From an optimization exercise on the open Yosys and OpenROAD flow, aimed at small area; shortcuts taken in it are not production practice.
Only simulation tests tie the RTL to the original design; equivalence was not proved.
No activity file was given, so power comes from the tool's default toggle rates.

==> flow/design.v <==
module sdb_pulse_block (
    input  wire        clk,
    input  wire        rst,
    input  wire        cmd_valid,
    input  wire [63:0] cmd,
    output wire [31:0] status,
    output wire [31:0] result,
    output wire [31:0] fault,
    output wire        bus_valid,
    output wire [1:0]  bus_op,
    output wire [15:0] bus_addr,
    output wire [7:0]  bus_wdata,
    input  wire        bus_done,
    input  wire        bus_err,
    input  wire [7:0]  bus_rdata,
    output wire        dly_valid,
    output wire [31:0] dly_ms,
    input  wire        dly_done,
    output wire [39:0] duty,
    output wire [3:0]  brake
);
    localparam [3:0] C_ENCODE = 4'h1, C_SET_OFFSET = 4'h2, C_GET_OFFSET = 4'h3,
                     C_CLEAR = 4'h4, C_PERSIST = 4'h5, C_RESTORE = 4'h6,
                     C_USER_READ = 4'h7, C_USER_WRITE = 4'h8, C_SET_ANGLE = 4'h9,
                     C_ZERO = 4'hA, C_STEER = 4'hB, C_SPIN = 4'hC, C_MOVE = 4'hD,
                     C_MOVE_TIMED = 4'hE, C_STOP = 4'hF, C_DRIVE = 4'h0;
    localparam [3:0] S_CINIT = 4'b0000, S_CALC  = 4'b0001, S_RD    = 4'b0010, S_WR    = 4'b0011,
                     S_CLEAR = 4'b0100, S_D_APP = 4'b0101, S_FIN   = 4'b0110, S_TWAIT = 4'b0111,
                     S_BUP   = 4'b1000, S_MR_A  = 4'b1001, S_MR_D  = 4'b1010, S_MW    = 4'b1011,
                     S_SV_LO = 4'b1100, S_SV_HI = 4'b1101, S_MR_W  = 4'b1110, S_MW_W  = 4'b1111;
    reg        busy, flt, rdy;
    reg [1:0]  tier, last;
    reg [3:0]  brk;
    reg [17:0] res;
    reg [9:0]  valL, valR;
    reg        hdL, hdR;
    reg [3:0]  op;
    reg        dir;
    reg [1:0]  sel;
    reg [15:0] X;           
    reg [15:0] L;           
    reg [6:0]  ic;          
    reg [3:0]  state;
    reg [17:0] Q;           
    reg [6:0]  r;           
    reg [3:0]  pos;
    reg        clr;
    reg [7:0]  ring [0:15];
    wire [4:0] c_op  = cmd[63:59];
    wire [1:0] c_sel = cmd[58:57];
    wire       c_dir = cmd[56];
    wire z58  = (cmd[58:56] == 3'd0);
    wire z57  = (cmd[58:57] == 2'd0);
    wire s3   = (cmd[58:57] == 2'd3);
    wire zhi  = (cmd[55:48] == 8'd0);
    wire zA   = (cmd[47:32] == 16'd0);
    wire zB   = (cmd[31:16] == 16'd0);
    wire zH   = (cmd[15:8] == 8'd0);
    wire zV   = (cmd[7:0] == 8'd0);
    reg legal;
    always @(*) begin
        case (c_op)
            5'h01, 5'h02, 5'h08: legal = z58 & zB & zH;
            5'h03, 5'h07:        legal = z58 & zB & zH & zV;
            5'h04, 5'h05, 5'h06: legal = z58 & zA & zB & zH & zV;
            5'h09:               legal = z58 & zH & zV;
            5'h0A:               legal = ~s3 & ~cmd[56] & zA & zB & zH & zV;
            5'h0B, 5'h0C, 5'h0D: legal = z57 & zB & zH & zV;
            5'h0E:               legal = z57;
            5'h0F:               legal = z57 & zA & zB & zH & zV;
            5'h10:               legal = ~s3 & zB & zH & zV;
            default:             legal = 1'b0;
        endcase
        legal = legal & zhi;
    end
    wire [15:0] cA = cmd[47:32];
    wire [3:0]  cA_ch = cA[15] ? 4'd0 : (|cA[14:4]) ? 4'd15 : cA[3:0];
    wire        c_chop = (c_op == 5'h02) | (c_op == 5'h03) | (c_op == 5'h09);
    wire        c_servo = (c_op == 5'h09) | (c_op == 5'h0A) | (c_op == 5'h0B) | (c_op == 5'h0C);
    wire o_enc   = (op == C_ENCODE);
    wire o_setof = (op == C_SET_OFFSET);
    wire o_get   = (op == C_GET_OFFSET);
    wire o_pers  = (op == C_PERSIST);
    wire o_rest  = (op == C_RESTORE);
    wire o_user  = (op == C_USER_READ) | (op == C_USER_WRITE);
    wire o_sa    = (op == C_SET_ANGLE);
    wire o_zero  = (op == C_ZERO);
    wire o_steer = (op == C_STEER);
    wire o_spin  = (op == C_SPIN);
    wire o_drive = (op == C_DRIVE);
    wire o_mt    = (op == C_MOVE_TIMED);
    wire o_ch    = o_setof | o_get | o_sa;
    wire o_servo = o_sa | o_zero | o_steer | o_spin;
    wire o_dops  = o_drive | o_mt | (op == C_MOVE);
    reg [3:0] sv_ch;
    reg       sv_last;
    always @(*) begin
        if (o_ch) begin
            sv_ch = L[11:8];
            sv_last = 1'b1;
        end else if (o_zero) begin
            case (sel)
                2'd0:    begin sv_ch = {1'b1, ic[1:0], 1'b1}; sv_last = (ic[1:0] == 2'd3); end
                2'd1:    begin sv_ch = 4'd0;                  sv_last = 1'b1; end
                default: begin sv_ch = ic[3:0];               sv_last = (ic[3:0] == 4'd15); end
            endcase
        end else begin
            sv_ch = {1'b1, ic[0], ic[0] ^ ic[1], 1'b1};
            sv_last = (ic[1:0] == 2'd3);
        end
    end
    wire neg = (o_steer & (~dir ^ ic[1])) | (o_spin & (ic[0] ^ ic[1]));
    wire use_ic = o_pers | o_rest | ((state == S_WR) & o_servo);
    wire [3:0] tgt = use_ic ? ic[3:0] : sv_ch;
    wire at_tgt = (pos == tgt);
    wire at15   = (pos == 4'd15);
    wire at7    = (pos[2:0] == 3'd7);
    wire [7:0] head = ring[0];
    wire [7:0] hl   = clr ? 8'd0 : head;
    wire md_e = o_enc;
    wire md_d = o_dops | (o_spin & ic[2]);
    wire [3:0] k = md_e ? ~pos : {1'b0, ~pos[2:0]};
    wire xk = X[k];
    wire lk = L[k[2:0]];
    wire k7 = (k == 4'd7);
    wire x_big7  = |X[14:7];
    wire hi90    = ~X[15] & (x_big7 | (X[6:0] > 7'd90));
    wire lo90    = X[15] & (~(&X[14:7]) | (X[6:0] < 7'd38));
    wire hi100   = ~X[15] & (x_big7 | (X[6:0] > 7'd100));
    localparam [7:0] K90 = 8'd90, KM90 = 8'hA6, K45 = 8'd45, K100 = 8'd100;
    reg mag;
    always @(*) begin
        if (o_zero) mag = 1'b0;
        else if (o_spin) mag = K45[k[2:0]];
        else if (o_steer & X[15]) mag = 1'b0;
        else if (hi90) mag = K90[k[2:0]];
        else if (lo90) mag = KM90[k[2:0]];
        else mag = xk;
    end
    wire spk = X[15] ? 1'b0 : hi100 ? K100[k[2:0]] : xk;
    localparam [15:0] CE = 16'h9267;
    localparam [7:0]  CP = 8'hE7, CN = 8'hC6;
    wire abit = md_e ? (xk ^ (k == 4'd15)) : (mag ^ neg ^ k7);
    wire bbit = k[3] ? 1'b0 : (lk ^ k7);
    wire cbit = md_e ? CE[k] : (neg ? CN[k[2:0]] : CP[k[2:0]]);
    wire [1:0] m = {1'b0, abit} + {1'b0, bbit};
    reg ge1, ge2;
    always @(*) begin
        if (md_d) begin
            ge1 = spk ? (r >= 7'd39) : (r >= 7'd50);
            ge2 = spk & (r >= 7'd89);
        end else begin
            case (m)
                2'd0: begin ge1 = (r >= 7'd45); ge2 = 1'b0; end
                2'd1: begin ge1 = cbit ? (r >= 7'd23) : (r >= 7'd24); ge2 = cbit ? (r >= 7'd68) : (r >= 7'd69); end
                default: begin ge1 = (r >= 7'd2); ge2 = (r >= 7'd47); end
            endcase
        end
    end
    reg [8:0] kc;
    always @(*) begin
        if (md_d) kc = (spk ? 9'd23 : 9'd0) - (ge2 ? 9'd200 : ge1 ? 9'd100 : 9'd0);
        else kc = {8'd0, cbit} + (m == 2'd2 ? 9'd86 : m == 2'd1 ? 9'd43 : 9'd0) - (ge2 ? 9'd180 : ge1 ? 9'd90 : 9'd0);
    end
    wire [8:0] t  = {1'b0, r, 1'b0} + kc;
    wire [6:0] rn = t[6:0];
    wire       e0 = ge1 & ~ge2;
    wire [2:0] dd = md_d ? ((spk ? 3'd5 : 3'd0) + {2'b0, ge2}) : ({1'b0, m} + {2'b0, ge2});
    wire [17:0] q_step = {Q[16:0] + {14'd0, dd}, e0};
    wire [6:0]  r_init = md_e ? 7'd68 : md_d ? 7'd0 : (neg ? 7'd87 : 7'd86);
    wire [17:0] q_init = md_d ? 18'd0 : 18'h3FFFE;
    wire aligned = md_e ? at15 : at7;
    wire [9:0] dq = Q[9:0];
    wire [1:0] dq_tier = (dq < 10'd341) ? 2'd1 : (dq < 10'd682) ? 2'd2 : 2'd3;
    wire [15:0] user_addr = X + 16'd16;
    wire [15:0] mem_addr  = o_user ? user_addr : {12'd0, ic[3:0]};
    wire [7:0]  bup_addr  = (ic == 7'd4) ? 8'hFE : ((ic[6:3] == 4'd0) & ~(ic[2] & ic[1])) ? 8'h00 : {1'b0, ic};
    wire [7:0]  bup_data  = (ic == 7'd3) ? 8'h10 : (ic == 7'd4) ? 8'h65 : 8'h00;
    wire [5:0]  sv_rb     = {2'b00, sv_ch} + 6'd2;
    reg [15:0] badr;
    reg [7:0]  bwd;
    always @(*) begin
        badr = 16'd0; bwd = 8'd0;
        case (state)
            S_BUP:   begin badr = {8'd0, bup_addr}; bwd = bup_data; end
            S_SV_LO: begin badr = {8'd0, sv_rb, 2'b00}; bwd = Q[7:0]; end
            S_SV_HI: begin badr = {8'd0, sv_rb, 2'b01}; bwd = Q[15:8]; end
            S_MR_A, S_MR_D: badr = mem_addr;
            S_MW:    begin badr = mem_addr; bwd = L[7:0]; end
            default: ;
        endcase
    end
    wire bv = state[3] & ~(state[2] & state[1]);
    wire [1:0] bop = state[2] ? 2'd0 : state[1:0];
    wire dv = state[2] & state[1] & (state[3] | state[0]);
    wire [31:0] dms = state[3] ? 32'd5 : {Q[15:0], L};
    assign bus_valid = busy & bv;
    assign bus_op    = bus_valid ? bop  : 2'd0;
    assign bus_addr  = bus_valid ? badr : 16'd0;
    assign bus_wdata = bus_valid ? bwd  : 8'd0;
    assign dly_valid = busy & dv;
    assign dly_ms    = dly_valid ? dms : 32'd0;
    wire [1:0] fkind = (bop == 2'd0) ? 2'd1 : (bop == 2'd3) ? 2'd3 : 2'd2;
    wire init_mid = flt & o_servo & ((state == S_BUP) | (state == S_MR_A) | (state == S_MR_D));
    assign status = {20'd0, brk, last, tier, rdy, init_mid, flt, busy};
    assign result = {{14{res[17]}}, res};
    assign fault  = flt ? {badr, 8'd0, 1'b0, fkind, 1'b0, op} : 32'd0;
    assign duty   = {hdR ? valR : 10'd0, hdR ? 10'd0 : valR, hdL ? valL : 10'd0, hdL ? 10'd0 : valL};
    assign brake  = brk;
    wire wen = busy & (state == S_WR) & at_tgt;
    wire [7:0] ring_in = wen ? L[7:0] : hl;
    integer i;
    always @(posedge clk) begin
        for (i = 0; i < 15; i = i + 1) ring[i] <= ring[i + 1];
        ring[15] <= ring_in;
    end
    always @(posedge clk) begin
        if (rst) begin
            pos <= 4'd0;
            clr <= 1'b1;
        end else begin
            pos <= pos + 4'd1;
            if (busy & (state == S_CLEAR) & at15) clr <= 1'b1;
            else if (at15) clr <= 1'b0;
        end
    end
    wire bd = bus_done & ~bus_err;
    wire be = bus_done & bus_err;
    task finish;
        input [17:0] value;
        begin
            res  <= value;
            last <= 2'd0;
            busy <= 1'b0;
        end
    endtask
    always @(posedge clk) begin
        if (rst) begin
            busy <= 1'b0;
            flt  <= 1'b0;
            rdy  <= 1'b0;
            tier <= 2'd0;
            last <= 2'd0;
            brk  <= 4'd0;
            res  <= 18'd0;
            valL <= 10'd0;
            valR <= 10'd0;
        end else if (!busy) begin
            if (cmd_valid) begin
                if (flt) begin
                    res <= 18'd0; last <= 2'd3;
                end else if (!legal) begin
                    res <= 18'd0; last <= 2'd1;
                end else if (c_op == 5'h0F) begin
                    brk <= {4{c_dir}}; res <= 18'd0; last <= 2'd0;
                end else begin
                    busy <= 1'b1;
                    op   <= c_op[3:0];
                    dir  <= c_dir;
                    sel  <= c_sel;
                    X    <= (c_op == 5'h09) ? cmd[31:16] : cA;
                    L    <= {cmd[15:12], cmd[11:8] | (c_chop ? cA_ch : 4'd0), cmd[7:0]};
                    Q[15:0] <= cmd[31:16];
                    ic   <= {5'd0, {2{c_servo & ~rdy}}};
                    case (c_op)
                        5'h01, 5'h0D, 5'h10: state <= S_CINIT;
                        5'h02:               state <= S_WR;
                        5'h03, 5'h05:        state <= S_RD;
                        5'h04:               state <= S_CLEAR;
                        5'h06, 5'h07:        state <= S_MR_A;
                        5'h08:               state <= S_MW;
                        5'h0E:               state <= S_TWAIT;
                        default:             state <= rdy ? S_RD : S_BUP;
                    endcase
                end
            end
        end else begin
            case (state)
                S_CINIT: begin
                    Q <= q_init;
                    r <= r_init;
                    if (aligned) state <= S_CALC;
                end
                S_CALC: begin
                    Q <= q_step;
                    r <= rn;
                    if (aligned) state <= md_e ? S_FIN : md_d ? S_D_APP : S_SV_LO;
                end
                S_FIN: finish(o_enc ? Q : {{10{L[7]}}, L[7:0]});
                S_RD: if (at_tgt) begin
                    L[7:0] <= hl;
                    state <= o_get ? S_FIN : o_pers ? S_MW : S_CINIT;
                end
                S_WR: if (at_tgt) begin
                    if (o_setof) finish(18'd0);
                    else if (ic[3:0] == 4'd15) begin
                        ic <= 7'd0;
                        if (o_rest) finish(18'd0);
                        else begin rdy <= 1'b1; state <= S_RD; end
                    end else begin
                        ic <= ic + 7'd1;
                        state <= S_MR_A;
                    end
                end
                S_CLEAR: if (at15) finish(18'd0);
                S_BUP: if (bd) begin
                    if (ic == 7'd69) begin ic <= 7'd0; state <= S_MR_A; end
                    else ic <= ic + 7'd1;
                end
                S_MR_A: if (bd) state <= S_MR_W;
                S_MR_W: if (dly_done) state <= S_MR_D;
                S_MR_D: if (bd) begin
                    L[7:0] <= bus_rdata;
                    state <= o_user ? S_FIN : S_WR;
                end
                S_SV_LO: if (bd) state <= S_SV_HI;
                S_SV_HI: if (bd) begin
                    ic <= ic + 7'd1;
                    if (sv_last) begin
                        if (o_spin) state <= S_CINIT;
                        else finish(18'd0);
                    end else state <= S_RD;
                end
                S_MW: if (bd) state <= S_MW_W;
                S_MW_W: if (dly_done) begin
                    if (o_user | (ic[3:0] == 4'd15)) finish(18'd0);
                    else begin ic <= ic + 7'd1; state <= S_RD; end
                end
                S_TWAIT: if (dly_done) state <= S_CINIT;
                S_D_APP: begin
                    tier <= dq_tier;
                    if (o_mt) brk <= 4'd0;
                    if (~o_drive | (sel != 2'd1)) begin
                        valL <= dq;
                        hdL  <= o_spin ? ~dir : dir;
                    end
                    if (~o_drive | (sel != 2'd0)) begin
                        valR <= dq;
                        hdR  <= dir;
                    end
                    finish(18'd0);
                end
                default: ;
            endcase
            if (be) begin
                busy <= 1'b0;
                flt  <= 1'b1;
                res  <= 18'd0;
                last <= 2'd2;
                state <= state;
                ic   <= ic;
            end
        end
    end
endmodule
==> flow/config.mk <==
export PLATFORM = sky130hd
export DESIGN_NAME = sdb_pulse_block
export DESIGN_NICKNAME = sdb_pulse_block
export VERILOG_FILES = /design/flow/design.v
export SDC_FILE = /design/flow/constraint.sdc
export NUM_CORES = 4
export LEC_CHECK = 0
export ABC_AREA = 1
export CAP_MARGIN = 20
export CORE_MARGIN = 2
export CORE_UTILIZATION = 40
export CTS_BUF_LIST = sky130_fd_sc_hd__clkbuf_4
export CTS_CLUSTER_DIAMETER = 40
export CTS_CLUSTER_SIZE = 10
export SLEW_MARGIN = 20
==> flow/run.sh <==
#!/bin/bash
# synth_recipe.tcl (not shown) runs the flow's synth.tcl, then flattens the netlist and writes it again
# the make line also repeats each setting of config.mk as NAME=value (left out here)
make -C /OpenROAD-flow-scripts/flow DESIGN_CONFIG=/design/flow/config.mk WORK_HOME=/design/flow/orfs CLKGATE_MAP_FILE= SYNTH_SCRIPT=/design/flow/synth_recipe.tcl finish
==> flow/constraint.sdc <==
create_clock -name core_clock -period 50.0 [get_ports {clk}]
set_input_delay 10.0000 -clock core_clock [delete_from_list [all_inputs] [get_ports {clk}]]
set_output_delay 10.0000 -clock core_clock [all_outputs]
set_load 0.01 [all_outputs]
==> results by group, run 1 <==
Outcome
  • Status: complete, no violations

Timing
  • Slew headroom: 28.1%
  • Hold Vio Cnt, Final: 0
  • F_max: 0.0704 GHz
  • Final Cycle Share: 28.4%
  • Slew @ Worst Pin: 1070 ps
  • Unrepaired setup endpoints after global routing: no
  • Clock Skew: 33.0 ps
  • Fin Setup TNS: 0 ps
  • Final setup viols: 0
  • Max Slew Vio Count: 0
  • Min cycle time layout: 14200 ps

Synthesis
  • Synth top area share: 26.6%
  • Yosys reg bits: 256
  • Syn. warnings: 2
  • Most common cell in the synthesized netlist: nand2_1
  • Post-synth ARST share: 0%
  • Sequential cell area fraction in the yosys report: 43.8%
  • Cell count after synthesis: 1819
  • Most instantiated cells after synthesis: 343 x nand2_1, 276 x nor2_1, 254 x inv_1, 179 x dfxtp_1, 142 x o21ai_0
  • Avg Cell Area, Syn: 7.39 sq um
  • Post-synth EDFFs: 77
  • Yosys top cell by area: dfxtp_1
  • Post-Syn Area: 0.0134 sq mm
  • Ys flop type: dfxtp_1
  • Synth area leaders: dfxtp_1 27%, edfxtp_1 17%, nand2_1 9.6%, nor2_1 7.7%, inv_1 7.1%
  • Distinct cells, synth: 57

Clocking
  • Sink Count: 256
  • H-tree depth: 2
  • Clock transition at path regs: 100 ps
  • CTS tree: done
  • Hold buffers post-CTS: 0
  • Max clock buf depth: 3
  • Setup Buffers After CTS: 0
  • Number of gates resized after cts: 0
  • Root buf cell: clkbuf_4
  • Insertion delay to the later sink of the worst-skew pair: 680 ps
  • Total CTS buffers: 40

Drt
  • DR iter-0 viols: 1339
  • WL/cell: 17.9 um
  • Via count: 13000
  • Drt drc: 0
  • Vias per cell: 5.18
  • Detail Route Antenna Nets: 0
  • Total Wirelength: 44900 um
  • First drt pass iteration count: 6

Floorplanning
  • Die Ht: 187 um
  • Die area: 0.0351 sq mm
  • I/O pins: 278
  • Initial core utilization: 40.4%
  • Core Rows: 67
  • Core Box Area: 0.0333 sq mm
  • Die W: 187 um

Placed design
  • Port Buffer Count: 247
  • Placed Cells: 2447
  • Gpl congestion: 0.962
  • Post-DP HPWL: 34800 um
  • Placed cell area: 0.0160 sq mm

Job
  • Max Cap Viol: 0

Finish
  • Non-Filler Instances: 2516
  • Share of layout cells above drive strength 1: 5.27%
  • Layout area overhead: 24.3%
  • Util after Layout: 50.2%
  • Storage cell area: 0.00590 sq mm
  • Fill cell total of the finished layout: 3354
  • Area of the multi-input gates: 0.00603 sq mm
  • Final net count: 2161
  • Fin area: 0.0167 sq mm

Global routing
  • Largest net degree at the start of global routing: 45
  • Overall fraction of global-route tracks in use: 24.8%
  • First-pass GRT wire length: 68200 um
  • Initial antenna violation count: 1
  • Vias in the first global route: 12100
  • Global route total overflow: 0

Worst hold path
  • Worst Hold Class: register to register
  • HP Start: ring[5][4]$_DFF_P_
  • Hold depth: 0

Power and ir drop
  • Pwr dens: 28.0 mW/mm^2
  • Peak VDD IR: 0.0202 mV
  • Leakage power total: 7.21 nW

Worst setup path
  • Crit Path Category: register to output pin
  • Worst R2R Path Depth: 39
  • Setup crit end kind: output pin
  • Crit-path max FO: 9
  • Critical path startpoint: state[1]$_DFFE_PP_
  • Crit path arrival time: 4200 ps
  • RR Startpoint: op[1]$_DFFE_PP_
  • Crit start category: register
  • Crit path required time: 40000 ps
## registers in the layout, indices dropped and copies added (netlist names), 2 cells and up
register	cells
sel	2
L	16
state	4
res	18
ring	128
X	16
op	4
valR	10
pos	4
ic	7
last	2
Q	18
r	7
tier	2
valL	10
## cell families after synthesis
kind of cell	count (synthesis)	share of synthesized area, %
buffers and inverters	372	12.2
XOR/XNOR	18	1.17
flip-flops	256	43.8
other	1	0.0279
AND/OR/NAND/NOR	798	24.6
AO/OA/AOI/OAI	332	14.1
adder cells (fa/ha/maj)	42	4.02
## placed cells by master, fill, tap and decap left out, types with 22 or more instances in the layout
master	n
nand2_1	343
nor2_1	275
inv_1	254
clkdlybuf4s50_1	247
dfxtp_1	179
o21ai_0	141
a21oi_1	103
nand3_1	99
edfxtp_1	77
clkbuf_4	43
ha_1	40
conb_1	30
nand4_1	22
nor3_1	22
## power by group
part | switching, W | internal [W]
registers | 0.00000123 | 0.000214
logic | 0.0000505 | 0.0000368
clock network | 0.0000800 | 0.0000860
## cell type report
class	count	area share [%]
diodes	1	0.0150
clock buffers	43	1.93
clock inverters	25	2.07
inverters	263	5.90
multi-input cells	1220	36.1
flip-flops and latches	256	35.3
well taps	448	3.35
repair buffers	260	15.4
## path summary, 6_finish.rpt
path	slack, ps	end
worst max-delay path	35800	bus_addr[5]
worst min-delay path	310	ring[4][4]$_DFF_P_
worst max register to register	43390	r[6]$_DFFE_PP_
worst min register to register	310	ring[4][4]$_DFF_P_
## stage by stage
step | hold slack (ps) | total power, W | setup WS, ps
4_1_cts | 314 | 0.000472 | 35900
2_1_floorplan | 310 | 0.000282 | 36260
3_3_place_gp | 310 | 0.000304 | 36180
5_1_grt | 306 | 0.000494 | 35590
6_report | 312 | 0.000469 | 35800
3_5_place_dp | 312 | 0.000307 | 36070
## worst max-delay path, stage by stage, from the launching register on
cell             delay, ps
edfxtp_1               530
nor2_1                 230
inv_1                  120
nor2_1                 480
inv_1                  320
nor2_1                 380
inv_1                  310
o21ai_0                180
a21oi_1                 60
o21ai_0                140
inv_1                  120
nor2_1                 110
clkdlybuf4s50_1        570
## layer usage
| layer | vias to the layer above | routed length (um) | global-route usage, % |
|---|---|---|---|
| met4 | 0 | 921 | 6.32 |
| met1 | 6000 | 19900 | 33.7 |
| met3 | 79 | 3950 | 4.62 |
| met5 | - | 0 | 0 |
| met2 | 647 | 20100 | 40.7 |
| li1 | 6305 | - | - |
==> inputs of run 2 (changes only) <==
--- a/flow/config.mk
+++ b/flow/config.mk
@@ -9,7 +9,7 @@
 export CAP_MARGIN = 20
 export CORE_MARGIN = 2
 export CORE_UTILIZATION = 40
-export CTS_BUF_LIST = sky130_fd_sc_hd__clkbuf_4
-export CTS_CLUSTER_DIAMETER = 40
-export CTS_CLUSTER_SIZE = 10
+export CTS_BUF_LIST = sky130_fd_sc_hd__clkbuf_8
+export CTS_CLUSTER_DIAMETER = 60
+export CTS_CLUSTER_SIZE = 20
 export SLEW_MARGIN = 20
==> results by group, run 2 <==
Power and ir drop
  • Leakage power total: 7.11 nW (-1.4%)
  • Peak VDD IR: 0.0205 mV (+1.5%)
  • Total power: 0.000437 W (-6.8%)
  • Pwr dens: 26.4 mW/mm^2 (-5.9%)

Clocking
  • H-tree depth: 1 (-1)
  • Hold buffers post-CTS: 0 (unchanged)
  • Number of gates resized after cts: 0 (unchanged)
  • Total CTS buffers: 22 (-45%)
  • Max clock buf depth: 3 (unchanged)
  • Setup Buffers After CTS: 0 (unchanged)
  • Insertion delay to the later sink of the worst-skew pair: 590 ps (-90 ps)
  • Clock transition at path regs: 110 ps (about the same)
  • Sink Count: 256 (unchanged)
  • Root buf cell: clkbuf_8
  • CTS tree: done

Worst hold path
  • Hold Path Sink: ring[14][4]$_DFF_P_
  • HP Start: ring[15][4]$_DFF_P_
  • Hold depth: 0 (unchanged)
  • Worst Hold Class: register to register

Drt
  • Vias per cell: 5.21 (+0.57%)
  • Via count: 12900 (-0.63%)
  • Detail Route Antenna Nets: 0 (unchanged)
  • DR iter-0 viols: 1275 (-4.8%)
  • Total Wirelength: 44500 um (-1.0%)
  • First drt pass iteration count: 9 (+3)
  • Drt drc: 0 (unchanged)
  • WL/cell: 17.9 um (+0.18%)

Floorplanning
  • Initial core utilization: 40.4% (unchanged)
  • I/O pins: 278 (unchanged)
  • Core Rows: 67 (unchanged)
  • Die Ht: 187 um (unchanged)
  • Die area: 0.0351 sq mm (unchanged)
  • Core Box Area: 0.0333 sq mm (unchanged)
  • Die W: 187 um (unchanged)

Finish
  • Final net count: 2144 (-0.79%)
  • Share of layout cells above drive strength 1: 4.07% (-1.2 points)
  • Non-Filler Instances: 2486 (-1.2%)
  • Commonest non-fill, non-tap cell in the layout: nand2_1
  • Fill cell total of the finished layout: 3363 (+0.27%)
  • Biggest regs: ring: 128 flops, Q: 18 flops, res: 18 flops
  • Layout area overhead: 23.1%
  • Largest register by flop count: ring
  • Fin area: 0.0166 sq mm (-0.99%)
  • Commonest cells after routing, fill and taps aside: 343 x nand2_1, 275 x nor2_1, 255 x inv_1, 247 x clkdlybuf4s50_1, 179 x dfxtp_1
  • Ant. Diodes: 0 (-1)
  • Max reg flops: 128 (unchanged)

Worst setup path
  • Setup crit end kind: output pin
  • Slowest stage delay, CP: 570 ps (about the same)
  • Crit start category: register
  • Worst R2R Path Depth: 39 (unchanged)
  • Crit path arrival time: 3970 ps (-230 ps)
  • Crit-path max FO: 9 (unchanged)
  • Worst reg2reg setup slack: 43440 ps (+50 ps)
  • WP buf/inv: 5 (unchanged)
  • Crit path required time: 40000 ps (about the same)
  • Worst flop-to-flop path endpoint: r[6]$_DFFE_PP_
  • Crit Path Category: register to output pin
  • CP Cell Sequence: nor2_1 -> inv_1 -> nor2_1 -> inv_1 -> nor2_1 -> inv_1 -> o21ai_0 -> a21oi_1 -> o21ai_0 -> inv_1 -> nor2_1 -> clkdlybuf4s50_1
  • Slowest-stage cell, CP: clkdlybuf4s50_1
  • RR Startpoint: op[1]$_DFFE_PP_
  • Worst path top cell family by delay: buffers and inverters

Outcome
  • Status: complete, no violations

Synthesis
  • Distinct cells, synth: 57 (unchanged)
  • Most instantiated cells after synthesis: 343 x nand2_1, 276 x nor2_1, 254 x inv_1, 179 x dfxtp_1, 142 x o21ai_0
  • Synth area leaders: dfxtp_1 27%, edfxtp_1 17%, nand2_1 9.6%, nor2_1 7.7%, inv_1 7.1%
  • Cell count after synthesis: 1819 (unchanged)
  • Avg Cell Area, Syn: 7.39 sq um (unchanged)
  • Sequential cell area fraction in the yosys report: 43.8% (unchanged)
  • Syn. warnings: 2 (unchanged)
  • Most common cell in the synthesized netlist: nand2_1
  • Post-synth ARST share: 0% (unchanged)
  • Yosys top cell by area: dfxtp_1
  • Post-Syn Area: 0.0134 sq mm (unchanged)
  • Ys flop type: dfxtp_1
  • Post-synth EDFFs: 77 (unchanged)
  • Synth top area share: 26.6% (unchanged)
  • Yosys reg bits: 256 (unchanged)

Placed design
  • Placement Setup Slack: 36070 ps (unchanged)
  • Gpl congestion: 0.962 (unchanged)
  • Post-DP HPWL: 34800 um (unchanged)
  • Port Buffer Count: 247 (unchanged)
  • Placed cell area: 0.0160 sq mm (unchanged)
  • Placed Cells: 2447 (unchanged)

Global routing
  • Global route total overflow: 0 (unchanged)
  • Largest net degree at the start of global routing: 45 (unchanged)
  • Vias in the first global route: 11900 (-1.5%)
  • First-pass GRT wire length: 67600 um (-0.84%)
  • Overall fraction of global-route tracks in use: 24.5% (-0.28 points)
  • Initial antenna violation count: 0 (-1)

Timing
  • F_max: 0.0716 GHz (+1.7%)
  • Final WS setup: 36030 ps (+232 ps)
  • Hold Vio Cnt, Final: 0 (unchanged)
  • Final Cycle Share: 27.9% (-0.46 points)
  • Max Slew Vio Count: 0 (unchanged)
  • Min cycle time layout: 13970 ps (-232 ps)
  • Fin Setup TNS: 0 ps (unchanged)
  • Unrepaired setup endpoints after global routing: no
  • Clock Skew: 39.7 ps (+6.76 ps)
  • Final setup viols: 0 (unchanged)
  • Slew @ Worst Pin: 1070 ps (-1.86 ps)
  • Slew headroom: 28.5% (+0.41 points)

Job
  • Max Cap Viol: 0 (unchanged)
run 2: layout make-up:
cell class,instances,area (sq um),share of cell area [%]
inverter,263,987,5.96
multi-input combinational,1220,6030,36.5
sequential,256,5900,35.6
timing repair buffer,261,2570,15.6
clock buffer,24,330,2.00
tap,448,561,3.39
clock inverter,14,170,1.03
run 2: per-stage QoR:
| step | hold slack (ps) | utilization (%) |
|---|---|---|
| 2_1_floorplan | 310 | - |
| 3_3_place_gp | 310 | 48.2 |
| 3_5_place_dp | 312 | 48.2 |
| 4_1_cts | 299 | 49.7 |
| 5_1_grt | 311 | 49.7 |
| 6_report | 309 | 49.7 |
run 2: worst max-delay path by stage:
stage                       start              end  slack (ps)  cells after the start
3_3_place_gp              cmd[62]   L[0]$_DFFE_PP_       36180                     15
3_5_place_dp              cmd[63]   L[3]$_DFFE_PP_       36070                     14
4_1_cts        state[1]$_DFFE_PP_      bus_addr[5]       36020                     12
5_1_grt        state[1]$_DFFE_PP_      bus_addr[5]       35740                     12
2_1_floorplan             cmd[63]  L[10]$_DFFE_PP_       36260                     12
6_report       state[1]$_DFFE_PP_      bus_addr[5]       36030                     12
run 2: layer usage:
layer  part of all wire (%)  GRT usage, %  vias up
li1                       -             -     6254
met4                    2.0          5.83        0
met5                      0             0        -
met2                     45          40.1      642
met1                     44          34.1     5988
met3                    8.9          3.70       65
run 2: cell families (layout without fill, tap and decap cells):
| group | Yosys count | count (layout) | synth area share [%] |
|---|---|---|---|
| xor+xnor | 18 | 18 | 1.17 |
| fa+ha+maj | 42 | 42 | 4.02 |
| buf+inv | 372 | 562 | 12.2 |
| compound gates | 332 | 332 | 14.1 |
| other cells | 1 | 30 | 0.0279 |
| flops | 256 | 256 | 43.8 |
| simple gates | 798 | 798 | 24.6 |
run 2: power breakdown:
group / internal, W / switching [W]
combinational: 0.0000368 / 0.0000501
clock: 0.0000554 / 0.0000791
sequential: 0.000214 / 0.00000122
==> inputs of run 3 (changes only) <==
==> flow/flow/run.sh (new file) <==
#!/bin/bash
# Own layout flow: the standard flow (standard.sh), with one change in synthesis:
# the technology-mapping ABC call uses flow/area.abc (deeper AIG optimisation and
# area-oriented mapping) instead of ORFS's abc script. Everything else, including
# every register and its cell type, is exactly the standard synthesis.
# Clock tree synthesis runs without dummy loads.
set -euo pipefail
W=$(pwd)
F="$W/flow"
{
  head -n 1 "$W/synth_recipe.tcl"
  cat <<TCL
proc abc {args} {
  set i [lsearch -exact \$args -script]
  if {\$i >= 0} { set args [lreplace \$args [expr {\$i + 1}] [expr {\$i + 1}] $F/area.abc] }
  yosys abc {*}\$args
}
TCL
  tail -n +2 "$W/synth_recipe.tcl"
} > "$W/own_synth.tcl"
bash "$W/standard.sh" "SYNTH_SCRIPT=$W/own_synth.tcl" \
  "CTS_ARGS=-sink_clustering_enable -repair_clock_nets -buf_list sky130_fd_sc_hd__clkbuf_8 -sink_clustering_size 16 -sink_clustering_max_diameter 50 -dont_use_dummy_load" \
  finish > "$W/standard_flow.log" 2>&1
==> flow/flow/area.abc (new file) <==
strash
ifraig
dc2
&get -n
&deepsyn -T 60
&put
dch -f
amap -m
topo
==> flow/standard.sh (new file) <==
#!/bin/bash
# synth_recipe.tcl (not shown) runs the flow's synth.tcl, then flattens the netlist and writes it again
# the make line also repeats each setting of config.mk as NAME=value (left out here)
make -C /OpenROAD-flow-scripts/flow DESIGN_CONFIG=/design/flow/config.mk WORK_HOME=/design/flow/orfs CLKGATE_MAP_FILE= SYNTH_SCRIPT=/design/flow/synth_recipe.tcl "${@:-finish}"
removed: flow/run.sh
==> results by group, run 3 <==
Synthesis
  • Distinct cells, synth: 46 (-19%)
  • Sequential cell area fraction in the yosys report: 49.4% (+5.6 points)
  • Post-synth EDFFs: 77 (unchanged)
  • Yosys top cell by area: dfxtp_1
  • Avg Cell Area, Syn: 8.58 sq um (+16%)
  • Yosys reg bits: 256 (unchanged)
  • Most instantiated cells after synthesis: 313 x nor2_1, 186 x clkinv_1, 179 x dfxtp_1, 77 x edfxtp_1, 74 x o21ai_0
  • Cell count after synthesis: 1390 (-24%)
  • Synth area leaders: dfxtp_1 30%, edfxtp_1 19%, nor2_1 9.8%, clkinv_1 5.9%, ha_1 4.2%
  • Ys flop type: dfxtp_1
  • Synth top area share: 30.0% (+3.4 points)
  • Syn. warnings: 2 (unchanged)
  • Post-synth ARST share: 0% (unchanged)
  • Post-Syn Area: 0.0119 sq mm (-11%)
  • Most common cell in the synthesized netlist: nor2_1

Timing
  • Hold Vio Cnt, Final: 0 (unchanged)
  • Max Slew Vio Count: 0 (unchanged)
  • Clock Skew: 49.0 ps (+9.26 ps)
  • Slew @ Worst Pin: 1090 ps (+26.0 ps)
  • Fin Setup TNS: 0 ps (unchanged)
  • Slew headroom: 26.9% (-1.6 points)
  • Final Cycle Share: 29.2% (+1.2 points)
  • Min cycle time layout: 14580 ps (+618 ps)
  • F_max: 0.0686 GHz (-4.2%)
  • Unrepaired setup endpoints after global routing: no
  • Final setup viols: 0 (unchanged)
  • Final WS setup: 35420 ps (-618 ps)

Global routing
  • First-pass GRT wire length: 62300 um (-7.9%)
  • Initial antenna violation count: 0 (unchanged)
  • Overall fraction of global-route tracks in use: 26.0% (+1.4 points)
  • Global route total overflow: 0 (unchanged)
  • Vias in the first global route: 10400 (-12%)
  • Largest net degree at the start of global routing: 32 (-29%)

Worst hold path
  • Worst Hold Class: register to register
  • HP Start: ring[13][3]$_DFF_P_

Clocking
  • Sink Count: 256 (unchanged)
  • Root buf cell: clkbuf_8
  • CTS tree: done
  • Number of gates resized after cts: 0 (unchanged)
  • H-tree depth: 1 (unchanged)
  • Setup Buffers After CTS: 0 (unchanged)
  • Clock transition at path regs: 90 ps (-20 ps)
  • Hold buffers post-CTS: 0 (unchanged)
  • Max clock buf depth: 3 (unchanged)
  • Insertion delay to the later sink of the worst-skew pair: 580 ps (about the same)
  • Total CTS buffers: 26 (+18%)

Finish
  • Largest register by flop count: ring
  • Layout area overhead: 26.2%
  • Fill cell total of the finished layout: 2847 (-15%)
  • Max reg flops: 128 (unchanged)
  • Commonest cells after routing, fill and taps aside: 313 x nor2_1, 247 x clkdlybuf4s50_1, 186 x clkinv_1, 179 x dfxtp_1, 77 x edfxtp_1
  • Biggest regs: ring: 128 flops, Q: 18 flops, res: 18 flops
  • Final net count: 1771 (-17%)
  • Share of layout cells above drive strength 1: 2.49% (-1.6 points)
  • Commonest non-fill, non-tap cell in the layout: nor2_1
  • Non-Filler Instances: 2039 (-18%)
  • Ant. Diodes: 0 (unchanged)

Drt
  • First drt pass iteration count: 5 (-4)
  • DR iter-0 viols: 1047 (-18%)
  • Vias per cell: 5.48 (+5.2%)
  • Detail Route Antenna Nets: 0 (unchanged)
  • Total Wirelength: 41300 um (-7.1%)
  • Via count: 11200 (-14%)
  • Drt drc: 0 (unchanged)
  • WL/cell: 20.3 um (+13%)

Worst setup path
  • Slowest stage delay, CP: 930 ps (+360 ps)
  • Slowest-stage cell, CP: nor3b_1
  • Worst path top cell family by delay: simple AND/OR/NAND/NOR gates
  • Worst reg2reg setup slack: 41660 ps (-1780 ps)
  • RR Startpoint: pos[2]$_SDFF_PP0_
  • Crit-path max FO: 18 (+9)
  • Critical path startpoint: cmd[63]
  • Crit path required time: 50160 ps (+10160 ps)
  • Setup crit end kind: register
  • CP Cell Sequence: clkdlybuf4s50_1 -> or2_0 -> or3_1 -> nor2_1 -> buf_4 -> clkinv_1 -> a31oi_1 -> or2_0 -> a32oi_1 -> nor4_1 -> nor2_1 -> nor3_1 -> nor3b_1
  • WP buf/inv: 3 (-2)
  • Crit Path Category: input pin to register
  • Crit path arrival time: 14740 ps (+10770 ps)
  • Crit start category: input pin

Floorplanning
  • I/O pins: 278 (unchanged)
  • Core Box Area: 0.0295 sq mm (-11%)
  • Die area: 0.0312 sq mm (-11%)
  • Initial core utilization: 40.5% (+0.064 points)
  • Die W: 177 um (-5.7%)
  • Core Rows: 63 (-6.0%)
  • Die Ht: 177 um (-5.7%)

Power and ir drop
  • Clock share of power: 27.8% (-3.0 points)
  • Reg power frac: 54.1% (+4.8 points)
  • Net Sw Frac: 27.4% (-2.5 points)
  • Combinational group share of total power: 18.1% (-1.8 points)
  • Peak VDD IR: 0.0234 mV (+14%)
  • Internal power: 0.000291 W (-5.2%)
  • Pwr dens: 26.6 mW/mm^2 (+0.72%)
  • Sw power: 0.000109 W (-16%)
  • Leakage power total: 5.27 nW (-26%)

Placed design
  • Port Buffer Count: 247 (unchanged)
  • Placed Cells: 2013 (-18%)
  • Gpl congestion: 0.964 (+0.23%)
  • Post-DP HPWL: 32000 um (-8.2%)
  • Placement Setup Slack: 34910 ps (-1160 ps)

Outcome
  • Status: complete, no violations

Job
  • Max Cap Viol: 0 (unchanged)
run 3: cell count changes in the layout (fill, tap and decap cells not counted), moves of 17 or more:
cell,previous run,this run
nand2_1,343,62
inv_1,255,0
clkinv_1,3,186
nand3_1,99,32
o21ai_0,141,74
a21oi_1,103,47
o22ai_1,12,51
nor2_1,275,313
nor3_1,22,60
a22oi_1,3,23
o22a_1,0,19
nand4_1,22,5
run 3: cell type report:
class / instances / area (sq um) / area share [%]
flip-flops and latches: 256 / 5900 / 39.2
multi-input cells: 922 / 5050 / 33.5
repair buffers: 259 / 2560 / 17.0
inverters: 186 / 698 / 4.64
well taps: 390 / 488 / 3.24
clock buffers: 26 / 358 / 2.38
run 3: worst register-to-register path, delay by kind of cell (launching register included):
| kind | cells | cell delay (ps) |
|---|---|---|
| flip-flops | 1 | 620 |
| adder cells (fa/ha/maj) | 4 | 1220 |
| AND/OR/NAND/NOR | 14 | 2190 |
| AO/OA/AOI/OAI | 13 | 2570 |
| buffers and inverters | 7 | 1430 |
run 3: worst paths after layout:
kind / endpoint / cells past startpoint
min reg2reg: ring[12][3]$_DFF_P_ / 0
max reg2reg: r[6]$_DFFE_PP_ / 38
min: ring[12][3]$_DFF_P_ / 0
max: ic[3]$_SDFFCE_PN0P_ / 13
run 3: cells by family after synthesis:
kind of cell	Yosys count	synth area share, %
and+or+nand+nor	525	18.8
AOI/OAI and AO/OA	325	18.0
DFF	256	49.4
buffers and inverters	241	9.31
adders and majority gates	42	4.53
other	1	0.0314
run 3: stage by stage:
step | area, sq um | util (%) | hold WS [ps] | power, W
4_1_cts | 15100 | 51.1 | 307 | 0.000403
3_3_place_gp | 14700 | 49.8 | 311 | 0.000292
2_1_floorplan | 12000 | - | 310 | 0.000270
6_report | 15100 | 51.1 | 305 | 0.000400
5_1_grt | 15100 | 51.1 | 313 | 0.000421
3_5_place_dp | 14700 | 49.8 | 312 | 0.000293
run 3: power by group through the flow:
stage,clock (W),sequential (W),combinational [W]
after CTS,0.000115,0.000217,0.0000719
after global routing,0.000122,0.000217,0.0000828
after detailed placement,0,0.000221,0.0000713
after global placement,0,0.000221,0.0000704
after floorplan,0,0.000221,0.0000492
final,0.000111,0.000217,0.0000722
run 3: layer usage:
metal	wire, um	up-vias	GRT usage, %
met2	18900	578	42.9
met3	3920	68	5.48
met5	0	-	0
met1	17600	5221	34.8
li1	-	5307	-
met4	940	0	6.30
==> inputs of run 4 (changes only) <==
--- a/flow/flow/run.sh
+++ b/flow/flow/run.sh
@@ -19,5 +19,5 @@
   tail -n +2 "$W/synth_recipe.tcl"
 } > "$W/own_synth.tcl"
 bash "$W/standard.sh" "SYNTH_SCRIPT=$W/own_synth.tcl" \
-  "CTS_ARGS=-sink_clustering_enable -repair_clock_nets -buf_list sky130_fd_sc_hd__clkbuf_8 -sink_clustering_size 16 -sink_clustering_max_diameter 50 -dont_use_dummy_load" \
+  "CTS_ARGS=-sink_clustering_enable -repair_clock_nets -buf_list sky130_fd_sc_hd__clkbuf_16 -sink_clustering_size 32 -sink_clustering_max_diameter 80 -dont_use_dummy_load" \
   finish > "$W/standard_flow.log" 2>&1
==> results by group, run 4 <==
Drt
  • First drt pass iteration count: 5 (unchanged)
  • DR iter-0 viols: 964 (-7.9%)
  • Drt drc: 0 (unchanged)
  • Vias per cell: 5.51 (+0.50%)
  • WL/cell: 20.4 um (+0.67%)
  • Detail Route Antenna Nets: 0 (unchanged)
  • Total Wirelength: 40700 um (-1.5%)
  • Via count: 11000 (-1.6%)

Finish
  • Ant. Diodes: 0 (unchanged)
  • Layout area overhead: 26.1% (about the same)
  • Share of layout cells above drive strength 1: 1.74% (-0.74 points)
  • Max reg flops: 128 (unchanged)
  • Commonest non-fill, non-tap cell in the layout: nor2_1
  • Commonest cells after routing, fill and taps aside: 277 x nor2_1, 247 x clkdlybuf4s50_1, 183 x clkinv_1, 179 x dfxtp_1, 82 x nand2_1
  • Biggest regs: ring: 128 flops, Q: 18 flops, res: 18 flops
  • Largest register by flop count: ring
  • Final net count: 1728 (-2.4%)

Synthesis
  • Post-Syn Area: 0.0119 sq mm (-0.35%)
  • Avg Cell Area, Syn: 8.75 sq um (+1.9%)
  • Sequential cell area fraction in the yosys report: 49.6% (+0.17 points)
  • Distinct cells, synth: 49 (+6.5%)
  • Synth top area share: 30.1% (+0.10 points)
  • Cell count after synthesis: 1359 (-2.2%)
  • Ys flop type: dfxtp_1
  • Most common cell in the synthesized netlist: nor2_1
  • Most instantiated cells after synthesis: 277 x nor2_1, 183 x clkinv_1, 179 x dfxtp_1, 82 x nand2_1, 77 x edfxtp_1
  • Syn. warnings: 2 (unchanged)
  • Post-synth ARST share: 0% (unchanged)
  • Yosys top cell by area: dfxtp_1
  • Synth area leaders: dfxtp_1 30%, edfxtp_1 19%, nor2_1 8.7%, clkinv_1 5.8%, ha_1 4.2%
  • Post-synth EDFFs: 77 (unchanged)
  • Yosys reg bits: 256 (unchanged)

Clocking
  • Insertion delay to the later sink of the worst-skew pair: 510 ps (-70 ps)
  • Total CTS buffers: 14 (-46%)
  • Sink Count: 256 (unchanged)
  • Root buf cell: clkbuf_16
  • Clock transition at path regs: 110 ps (+20 ps)
  • Max clock buf depth: 3 (unchanged)
  • Hold buffers post-CTS: 0 (unchanged)
  • H-tree depth: 1 (unchanged)
  • Number of gates resized after cts: 0 (unchanged)
  • CTS tree: done
  • Setup Buffers After CTS: 0 (unchanged)

Job
  • Max Cap Viol: 0 (unchanged)

Floorplanning
  • Initial core utilization: 40.3% (-0.14 points)
  • Die W: 176 um (-0.17%)
  • Core Box Area: 0.0295 sq mm (unchanged)
  • I/O pins: 278 (unchanged)
  • Die area: 0.0311 sq mm (-0.34%)
  • Core Rows: 63 (unchanged)
  • Die Ht: 176 um (-0.17%)

Timing
  • Final Cycle Share: 29.1% (-0.035 points)
  • Min cycle time layout: 14570 ps (-17.3 ps)
  • Hold Vio Cnt, Final: 0 (unchanged)
  • Final hold slack: 330 ps (+24.3 ps)
  • Slew @ Worst Pin: 1030 ps (-62.7 ps)
  • Final setup viols: 0 (unchanged)
  • Unrepaired setup endpoints after global routing: no
  • Max Slew Vio Count: 0 (unchanged)
  • Fin Setup TNS: 0 ps (unchanged)
  • F_max: 0.0687 GHz (+0.12%)
  • Clock Skew: 70.1 ps (+21.1 ps)
  • Slew headroom: 29.5% (+2.6 points)

Placed design
  • Port Buffer Count: 247 (unchanged)
  • Post-DP HPWL: 31900 um (-0.13%)
  • Gpl congestion: 0.940 (-2.6%)

Worst setup path
  • Crit start category: input pin
  • Crit path arrival time: 14950 ps (+210 ps)
  • Crit path required time: 50380 ps (+220 ps)
  • Crit-path max FO: 18 (unchanged)
  • Setup crit end kind: register
  • Crit Path Category: input pin to register

Global routing
  • Global route total overflow: 0 (unchanged)
  • Overall fraction of global-route tracks in use: 25.6% (-0.35 points)
  • Largest net degree at the start of global routing: 33 (+3.1%)
  • First-pass GRT wire length: 60600 um (-2.7%)
  • Vias in the first global route: 10200 (-1.8%)
  • Initial antenna violation count: 0 (unchanged)

Power and ir drop
  • Leakage power total: 5.21 nW (-0.99%)
  • Pwr dens: 26.6 mW/mm^2 (+0.16%)
  • Peak VDD IR: 0.0311 mV (+33%)

Outcome
  • Status: complete, no violations

Worst hold path
  • Worst Hold Class: register to register
[run 4: stage by stage]
step	utilization, %	setup slack (ps)	cells	area, sq um	total power [W]
4_1_cts	50.9	35540	1996	15000	0.000401
3_5_place_dp	49.7	35060	1982	14600	0.000290
2_1_floorplan	-	35450	1388	12000	0.000269
5_1_grt	50.9	35040	1996	15000	0.000418
3_3_place_gp	49.7	35200	1982	14600	0.000289
6_report	50.9	35430	1996	15000	0.000399
[run 4: per-layer routing]
layer | routed length, um | share of wire (%) | track usage, %
met5 | 0 | 0 | 0
met3 | 3100 | 7.6 | 3.62
met2 | 18800 | 46 | 42.2
met4 | 1140 | 2.8 | 7.06
met1 | 17600 | 43 | 35.3
[run 4: kinds of logic (layout without fill, tap and decap cells)]
logic type / after synthesis / in the layout / synth area share [%]
other: 1 / 30 / 0.0315
adders and majority gates: 42 / 42 / 4.55
AOI/OAI and AO/OA: 328 / 328 / 18.9
DFF: 256 / 256 / 49.6
xor gates and xnor gates: 1 / 1 / 0.0737
buffers and inverters: 238 / 456 / 9.25
and+or+nand+nor: 493 / 493 / 17.7
[run 4: critical path, stage by stage]
cell	delay (ps)
clkdlybuf4s50_1	540
clkinv_1	120
o21ai_0	140
nor3_2	170
buf_4	290
clkinv_1	620
nand2_1	200
a31oi_1	50
a31oi_1	160
o32ai_1	120
nand4_1	100
a2111oi_0	110
buf_4	170
and2_0	160
nor2_1	150
nand2_1	90
or4_1	500
or2_0	390
nor2_1	640
a31oi_1	90
o21ai_0	110
[run 4: path summary, 6_finish.rpt]
path | startpoint | end | slack [ps] | depth (start not counted)
max | cmd[61] | res[16]$_SDFFE_PP0P_ | 35430 | 21
min | ring[15][0]$_DFF_P_ | ring[14][0]$_DFF_P_ | 330 | 0
max reg2reg | pos[2]$_SDFF_PP0_ | Q[17]$_DFFE_PP_ | 41320 | 35
min reg2reg | ring[15][0]$_DFF_P_ | ring[14][0]$_DFF_P_ | 330 | 0
[run 4: layout make-up]
| type | instances | area (sq um) |
|---|---|---|
| fillers | 2870 | 14500 |
| repair buffers | 259 | 2560 |
| well taps | 390 | 488 |
| clock buffers | 14 | 350 |
| multi-input cells | 894 | 5010 |
| flip-flops and latches | 256 | 5900 |
| inverters | 183 | 687 |
[run 4: report_power, final]
group	switching [W]	internal [W]	leakage, nW
sequential	0.00000159	0.000215	2.14
combinational	0.0000410	0.0000286	2.90
clock	0.0000629	0.0000503	0.173
total	0.000105	0.000294	5.21
==> inputs of run 5 (changes only) <==
--- a/flow/flow/run.sh
+++ b/flow/flow/run.sh
@@ -19,5 +19,5 @@
   tail -n +2 "$W/synth_recipe.tcl"
 } > "$W/own_synth.tcl"
 bash "$W/standard.sh" "SYNTH_SCRIPT=$W/own_synth.tcl" \
-  "CTS_ARGS=-sink_clustering_enable -repair_clock_nets -buf_list sky130_fd_sc_hd__clkbuf_16 -sink_clustering_size 32 -sink_clustering_max_diameter 80 -dont_use_dummy_load" \
+  "CTS_ARGS=-sink_clustering_enable -repair_clock_nets -buf_list sky130_fd_sc_hd__clkbuf_8 -sink_clustering_size 20 -sink_clustering_max_diameter 60 -dont_use_dummy_load" \
   finish > "$W/standard_flow.log" 2>&1
==> results by group, run 5 <==
Timing
  • Slew @ Worst Pin: 1090 ps (+63.1 ps)
  • Unrepaired setup endpoints after global routing: no
  • Fin Setup TNS: 0 ps (unchanged)
  • Clock Skew: 116 ps (+45.8 ps)
  • Slew headroom: 26.4% (-3.1 points)
  • Min cycle time layout: 14660 ps (+98.7 ps)
  • Hold Vio Cnt, Final: 0 (unchanged)
  • Max Slew Vio Count: 0 (unchanged)
  • Final setup viols: 0 (unchanged)
  • Final Cycle Share: 29.3% (+0.20 points)
  • F_max: 0.0682 GHz (-0.67%)

Clocking
  • Hold buffers post-CTS: 0 (unchanged)
  • H-tree depth: 1 (unchanged)
  • Sink Count: 256 (unchanged)
  • Total CTS buffers: 22 (+8)
  • Root buf cell: clkbuf_8
  • Clock transition at path regs: 110 ps (about the same)
  • Setup Buffers After CTS: 0 (unchanged)
  • Insertion delay to the later sink of the worst-skew pair: 590 ps (+80 ps)
  • CTS tree: done
  • Max clock buf depth: 3 (unchanged)
  • Number of gates resized after cts: 0 (unchanged)

Synthesis
  • Most common cell in the synthesized netlist: nor2_1
  • Most instantiated cells after synthesis: 302 x nor2_1, 192 x clkinv_1, 179 x dfxtp_1, 81 x nand2_1, 81 x o21ai_0
  • Ys flop type: dfxtp_1
  • Yosys top cell by area: dfxtp_1
  • Post-synth EDFFs: 77 (unchanged)
  • Sequential cell area fraction in the yosys report: 49.6% (about the same)
  • Distinct cells, synth: 47 (-4.1%)
  • Post-synth ARST share: 0% (unchanged)
  • Avg Cell Area, Syn: 8.59 sq um (-1.8%)
  • Yosys reg bits: 256 (unchanged)
  • Synth top area share: 30.1% (about the same)
  • Synth area leaders: dfxtp_1 30%, edfxtp_1 19%, nor2_1 9.5%, clkinv_1 6.1%, ha_1 4.2%
  • Post-Syn Area: 0.0119 sq mm (about the same)
  • Syn. warnings: 2 (unchanged)
  • Cell count after synthesis: 1384 (+1.8%)

Worst setup path
  • Crit Path Category: register to output pin
  • Setup crit end kind: output pin
  • Crit path required time: 40000 ps (-10380 ps)
  • Crit path arrival time: 4660 ps (-10290 ps)
  • Worst reg2reg setup slack: 40800 ps (-520 ps)
  • Crit-path max FO: 8 (-10)
  • Crit start category: register

Placed design
  • Gpl congestion: 0.979 (+4.2%)
  • Post-DP HPWL: 32000 um (about the same)
  • Port Buffer Count: 247 (unchanged)
  • Placed cell area: 0.0146 sq mm (unchanged)
  • Placed Cells: 2005 (+1.2%)

Power and ir drop
  • Peak VDD IR: 0.0285 mV (-8.6%)
  • Leakage power total: 5.17 nW (-0.80%)
  • Total power: 0.000390 W (-2.2%)
  • Pwr dens: 26.1 mW/mm^2 (-1.9%)

Drt
  • Vias per cell: 5.48 (-0.50%)
  • Via count: 11100 (+1.0%)
  • WL/cell: 20.2 um (-0.96%)
  • DR iter-0 viols: 1000 (+3.7%)
  • Total Wirelength: 40900 um (+0.58%)
  • Drt drc: 0 (unchanged)
  • First drt pass iteration count: 6 (+1)
  • Detail Route Antenna Nets: 0 (unchanged)

Finish
  • Non-Filler Instances: 2027 (+1.6%)
  • Util after Layout: 50.7% (-0.16 points)
  • Biggest regs: ring: 128 flops, Q: 18 flops, res: 18 flops
  • Share of layout cells above drive strength 1: 2.20% (+0.46 points)
  • Final net count: 1759 (+1.8%)
  • Fin area: 0.0150 sq mm (-0.31%)
  • Fill cell total of the finished layout: 2840 (-1.0%)
  • Commonest non-fill, non-tap cell in the layout: nor2_1
  • Layout area overhead: 25.7%
  • Largest register by flop count: ring
  • Max reg flops: 128 (unchanged)
  • Commonest cells after routing, fill and taps aside: 302 x nor2_1, 247 x clkdlybuf4s50_1, 192 x clkinv_1, 179 x dfxtp_1, 81 x nand2_1
  • Ant. Diodes: 0 (unchanged)

Global routing
  • Overall fraction of global-route tracks in use: 25.6% (about the same)
  • Initial antenna violation count: 0 (unchanged)
  • Vias in the first global route: 10300 (+0.55%)
  • Global route total overflow: 0 (unchanged)
  • Largest net degree at the start of global routing: 32 (-3.0%)
  • First-pass GRT wire length: 61000 um (+0.67%)

Floorplanning
  • I/O pins: 278 (unchanged)
  • Die W: 176 um (about the same)
  • Initial core utilization: 40.3% (about the same)
  • Core Rows: 63 (unchanged)
  • Die area: 0.0311 sq mm (about the same)
  • Core Box Area: 0.0295 sq mm (unchanged)
  • Die Ht: 176 um (about the same)

Outcome
  • Status: complete, no violations

Job
  • Max Cap Viol: 0 (unchanged)

Worst hold path
  • Worst Hold Class: register to register
[run 5: cell types whose count changed after synthesis, moves of 9 or more]
cell,previous run,this run
a222oi_1,0,9
nor2_1,277,302
clkinv_1,183,192
a22oi_1,18,6
o22a_1,20,10
nor3_1,52,43
o21ai_0,68,81
o221a_1,13,1
[run 5: metrics by stage]
step	setup WS, ps	hold slack [ps]
after floorplan	35490	310
after global routing	34920	308
after detailed placement	35050	312
final	35340	311
after CTS	35380	310
after global placement	35180	310
[run 5: critical path, stage by stage (launching register included)]
cell	delay, ps
edfxtp_1	500
clkinv_1	230
o31ai_1	880
clkinv_1	160
a222oi_1	580
clkinv_1	220
ha_1	240
o21ai_0	150
a21oi_1	60
a2111oi_0	480
nor2_1	80
clkdlybuf4s50_1	500
[run 5: power breakdown]
part / internal, W / switching [W]
sequential: 0.000215 / 0.00000168
clock: 0.0000393 / 0.0000637
combinational: 0.0000282 / 0.0000426
[run 5: path summary, 6_finish.rpt]
kind,start,cells past startpoint,to
worst max-delay path,op[3]$_DFFE_PP_,11,fault[21]
worst min-delay path,ring[15][7]$_DFF_P_,0,ring[14][7]$_DFF_P_
worst max register to register,pos[2]$_SDFF_PP0_,40,r[6]$_DFFE_PP_
worst min register to register,ring[15][7]$_DFF_P_,0,ring[14][7]$_DFF_P_
[run 5: layout make-up]
cell class	instances	area (sq um)	share of cell area [%]
tap	390	488	3.26
inverter	192	721	4.82
clock buffer	22	303	2.03
sequential	256	5900	39.4
timing repair buffer	257	2550	17.0
multi-input combinational	910	5000	33.4
[run 5: logic make-up (layout without fill, tap and decap cells)]
group	Yosys count	after routing	share of synthesized area (%)
AO/OA/AOI/OAI	326	326	18.1
AND/OR/NAND/NOR	512	512	18.2
other	1	30	0.0315
adder cells (fa/ha/maj)	42	42	4.54
flip-flops	256	256	49.6
buffers and inverters	247	471	9.53
[run 5: layer usage]
metal	GRT usage, %	vias to the layer above	part of all wire (%)
li1	-	5272	-
met1	34.3	5236	42
met2	43.0	524	47
met3	3.51	76	7.4
met4	7.99	0	3.2
met5	0	-	0
==> inputs of run 6 (changes only) <==
--- a/flow/flow/run.sh
+++ b/flow/flow/run.sh
@@ -3,7 +3,7 @@
 # the technology-mapping ABC call uses flow/area.abc (deeper AIG optimisation and
 # area-oriented mapping) instead of ORFS's abc script. Everything else, including
 # every register and its cell type, is exactly the standard synthesis.
-# Clock tree synthesis runs without dummy loads.
+# Clock tree synthesis runs without dummy loads, and the port buffers are buf_1.
 set -euo pipefail
 W=$(pwd)
 F="$W/flow"
@@ -20,4 +20,5 @@
 } > "$W/own_synth.tcl"
 bash "$W/standard.sh" "SYNTH_SCRIPT=$W/own_synth.tcl" \
   "CTS_ARGS=-sink_clustering_enable -repair_clock_nets -buf_list sky130_fd_sc_hd__clkbuf_8 -sink_clustering_size 20 -sink_clustering_max_diameter 60 -dont_use_dummy_load" \
+  "BUFFER_PORTS_ARGS=-buffer_cell sky130_fd_sc_hd__buf_1" \
   finish > "$W/standard_flow.log" 2>&1
==> results by group, run 6 <==
Placed design
  • Port Buffer Count: 247 (unchanged)
  • Post-DP HPWL: 30400 um (-4.8%)
  • Gpl congestion: 1.03 (+4.9%)

Finish
  • Commonest cells after routing, fill and taps aside: 302 x nor2_1, 247 x buf_1, 192 x clkinv_1, 179 x dfxtp_1
  • Biggest regs: ring: 128 flops, Q: 18 flops, res: 18 flops
  • Commonest non-fill, non-tap cell in the layout: nor2_1
  • Ant. Diodes: 0 (unchanged)
  • Max reg flops: 128 (unchanged)
  • Share of layout cells above drive strength 1: 2.08% (-0.12 points)
  • Largest register by flop count: ring
  • Fill cell total of the finished layout: 2996 (+5.5%)
  • Final net count: 1758 (-0.057%)
  • Layout area overhead: 12.5%

Drt
  • Via count: 11200 (+0.44%)
  • DR iter-0 viols: 1073 (+7.3%)
  • First drt pass iteration count: 7 (+1)
  • WL/cell: 19.3 um (-4.2%)
  • Drt drc: 0 (unchanged)
  • Total Wirelength: 39200 um (-4.3%)
  • Vias per cell: 5.51 (+0.49%)
  • Detail Route Antenna Nets: 0 (unchanged)

Power and ir drop
  • Combinational group share of total power: 17.3% (-0.8 points)
  • Leakage power total: 4.58 nW (-12%)
  • Peak VDD IR: 0.0229 mV (-19%)
  • Internal power: 0.000274 W (-2.8%)
  • Reg power frac: 56.8% (+1.3 points)
  • Sw power: 0.000107 W (-1.3%)
  • Net Sw Frac: 28.0% (+0.32 points)
  • Pwr dens: 28.5 mW/mm^2 (+9.0%)
  • Clock share of power: 25.8% (-0.6 points)
  • Total power: 0.000381 W (-2.4%)

Clocking
  • Setup Buffers After CTS: 0 (unchanged)
  • Total CTS buffers: 20 (-9.1%)
  • H-tree depth: 1 (unchanged)
  • Sink Count: 256 (unchanged)
  • Root buf cell: clkbuf_8
  • Hold buffers post-CTS: 0 (unchanged)
  • Insertion delay to the later sink of the worst-skew pair: 590 ps (about the same)
  • CTS tree: done
  • Number of gates resized after cts: 0 (unchanged)
  • Max clock buf depth: 3 (unchanged)
  • Clock transition at path regs: 110 ps (about the same)

Synthesis
  • Post-synth EDFFs: 77 (unchanged)
  • Post-synth ARST share: 0% (unchanged)
  • Most instantiated cells after synthesis: 302 x nor2_1, 192 x clkinv_1, 179 x dfxtp_1, 81 x nand2_1, 81 x o21ai_0
  • Syn. warnings: 2 (unchanged)
  • Yosys reg bits: 256 (unchanged)
  • Yosys top cell by area: dfxtp_1
  • Post-Syn Area: 0.0119 sq mm (unchanged)
  • Avg Cell Area, Syn: 8.59 sq um (unchanged)
  • Most common cell in the synthesized netlist: nor2_1
  • Synth top area share: 30.1% (unchanged)
  • Synth area leaders: dfxtp_1 30%, edfxtp_1 19%, nor2_1 9.5%, clkinv_1 6.1%, ha_1 4.2%
  • Sequential cell area fraction in the yosys report: 49.6% (unchanged)
  • Distinct cells, synth: 47 (unchanged)
  • Cell count after synthesis: 1384 (unchanged)
  • Ys flop type: dfxtp_1

Worst hold path
  • Worst Hold Class: register to register
  • Hold depth: 0 (unchanged)

Global routing
  • First-pass GRT wire length: 58500 um (-4.0%)
  • Largest net degree at the start of global routing: 32 (unchanged)
  • Vias in the first global route: 10100 (-1.9%)
  • Global route total overflow: 0 (unchanged)
  • Overall fraction of global-route tracks in use: 24.4% (-1.3 points)
  • Initial antenna violation count: 2 (+2)

Floorplanning
  • I/O pins: 278 (unchanged)
  • Core Rows: 63 (unchanged)
  • Core Box Area: 0.0295 sq mm (unchanged)
  • Die area: 0.0311 sq mm (unchanged)
  • Die Ht: 176 um (unchanged)
  • Initial core utilization: 40.3% (unchanged)
  • Die W: 176 um (unchanged)

Outcome
  • Status: complete, no violations

Worst setup path
  • Crit-path max FO: 11 (+3)
  • Setup crit end kind: register
  • Crit path required time: 50370 ps (+10370 ps)
  • Crit start category: input pin
  • Worst R2R Path Depth: 40 (unchanged)
  • Crit path arrival time: 14510 ps (+9850 ps)
  • Crit Path Category: input pin to register

Timing
  • Min cycle time layout: 14140 ps (-529 ps)
  • Final Cycle Share: 28.3% (-1.1 points)
  • Final hold slack: 304 ps (-7.49 ps)
  • Final setup viols: 0 (unchanged)
  • Hold Vio Cnt, Final: 0 (unchanged)
  • F_max: 0.0707 GHz (+3.7%)
  • Clock Skew: 121 ps (+4.86 ps)
  • Unrepaired setup endpoints after global routing: no
  • Slew headroom: 34.4% (+8.1 points)
  • Slew @ Worst Pin: 975 ps (-120 ps)
  • Max Slew Vio Count: 0 (unchanged)
  • Fin Setup TNS: 0 ps (unchanged)

Job
  • Max Cap Viol: 0 (unchanged)
==> run 6: cell counts after synthesis <==
No cell type changed its count.
==> run 6: cell type report <==
class | instances | area [sq um] | share of cell area, %
sequential | 256 | 5900 | 44.1
multi-input combinational | 910 | 4990 | 37.3
timing repair buffer | 258 | 1010 | 7.55
inverter | 192 | 721 | 5.39
tap | 390 | 488 | 3.65
clock buffer | 20 | 275 | 2.06
==> run 6: logic make-up after synthesis <==
| logic type | synth area share, % |
|---|---|
| AND/OR/NAND/NOR | 18.2 |
| other | 0.0315 |
| AO/OA/AOI/OAI | 18.1 |
| adder cells (fa/ha/maj) | 4.54 |
| flip-flops | 49.6 |
| buffers and inverters | 9.53 |
==> run 6: path summary, 6_finish.rpt <==
kind	startpoint	end	slack, ps
setup reg to reg	pos[2]$_SDFF_PP0_	r[6]$_DFFE_PP_	40800
hold reg to reg	ring[6][0]$_DFF_P_	ring[5][0]$_DFF_P_	300
hold / removal	ring[6][0]$_DFF_P_	ring[5][0]$_DFF_P_	300
setup / recovery	cmd[37]	res[10]$_SDFFE_PP0P_	35860
==> run 6: stage by stage <==
stage	cells	area (sq um)	setup WS (ps)	util (%)
after CTS	2026	13400	35940	45.4
after detailed placement	2006	13100	35410	44.5
after floorplan	1413	12000	35490	-
after global routing	2026	13400	35430	45.4
after global placement	2006	13100	35680	44.4
final	2026	13400	35860	45.4
==> run 6: worst max-delay path, stage by stage <==
cell       delay [ps]
buf_1             100
or4_1             520
or3_1             500
nor2_1            310
a41oi_1           160
a2111oi_0         310
a31oi_1           100
o41a_1            130
nor4_1            210
o21ai_0           130
o21ai_0            90
a22oi_1           130
nor4_1            370
nor2_1            120
nand2_1           100
nand4b_1          170
or2_0             430
nor2_1            300
a31oi_1           210
o21ai_0           110
==> run 6: power groups by stage <==
stage               Sequential, W  Combinational, W  Clock [W]
global placement         0.000221         0.0000636          0
floorplan                0.000221         0.0000483          0
CTS                      0.000216         0.0000653   0.000101
finish                   0.000216         0.0000660  0.0000984
global route             0.000217         0.0000751   0.000107
detailed placement       0.000221         0.0000648          0
==> run 6: metal layers <==
| metal | up-vias | wire length, um | global-route usage [%] |
|---|---|---|---|
| li1 | 5300 | - | - |
| met1 | 5234 | 16400 | 32.0 |
| met2 | 519 | 17700 | 39.4 |
| met3 | 100 | 3370 | 4.95 |
| met4 | 4 | 1700 | 9.71 |
| met5 | - | 33 | 0 |

## what the ideal ports hide
In the flow no input, the clock included, has a driving cell. The finished layouts below were timed again as built, in two steps.
Step 1: set_driving_cell puts a clkbuf_16 on clk and a buf_2 on each other input, an assumption about the parent block.
Step 2 times the ports against the registers' clock, not the clock port: input delays grow and output delays shrink by t, the midpoint of the rising clock arrivals with the driver on.
Three values: ideal ports, drivers, drivers and shift; two values: the first two.
run | t (ns) | setup WS [ns] | hold slack, ns | slew at the worst register clock pin (ns)
run 1 | 0.721 | 35.803 / 35.752 / 36.081 | 0.312 / 0.312 / 0.312 | 0.11 / 0.11
run 2 | 0.614 | 36.034 / 35.987 / 36.301 | 0.309 / 0.309 / 0.309 | 0.12 / 0.12
run 3 | 0.595 | 35.416 / 35.432 / 34.837 | 0.305 / 0.305 / 0.305 | 0.09 / 0.09
run 4 | 0.524 | 35.434 / 35.457 / 34.933 | 0.330 / 0.330 / 0.330 | 0.12 / 0.12
run 5 | 0.585 | 35.335 / 35.287 / 34.944 | 0.311 / 0.311 / 0.311 | 0.11 / 0.11
run 6 | 0.571 | 35.864 / 35.840 / 35.316 | 0.304 / 0.304 / 0.304 | 0.12 / 0.12
After both steps every run listed still meets setup and hold. The setup slack of run 3, which loses most, moves by +0.016 ns with the drivers and by -0.579 ns with both steps.
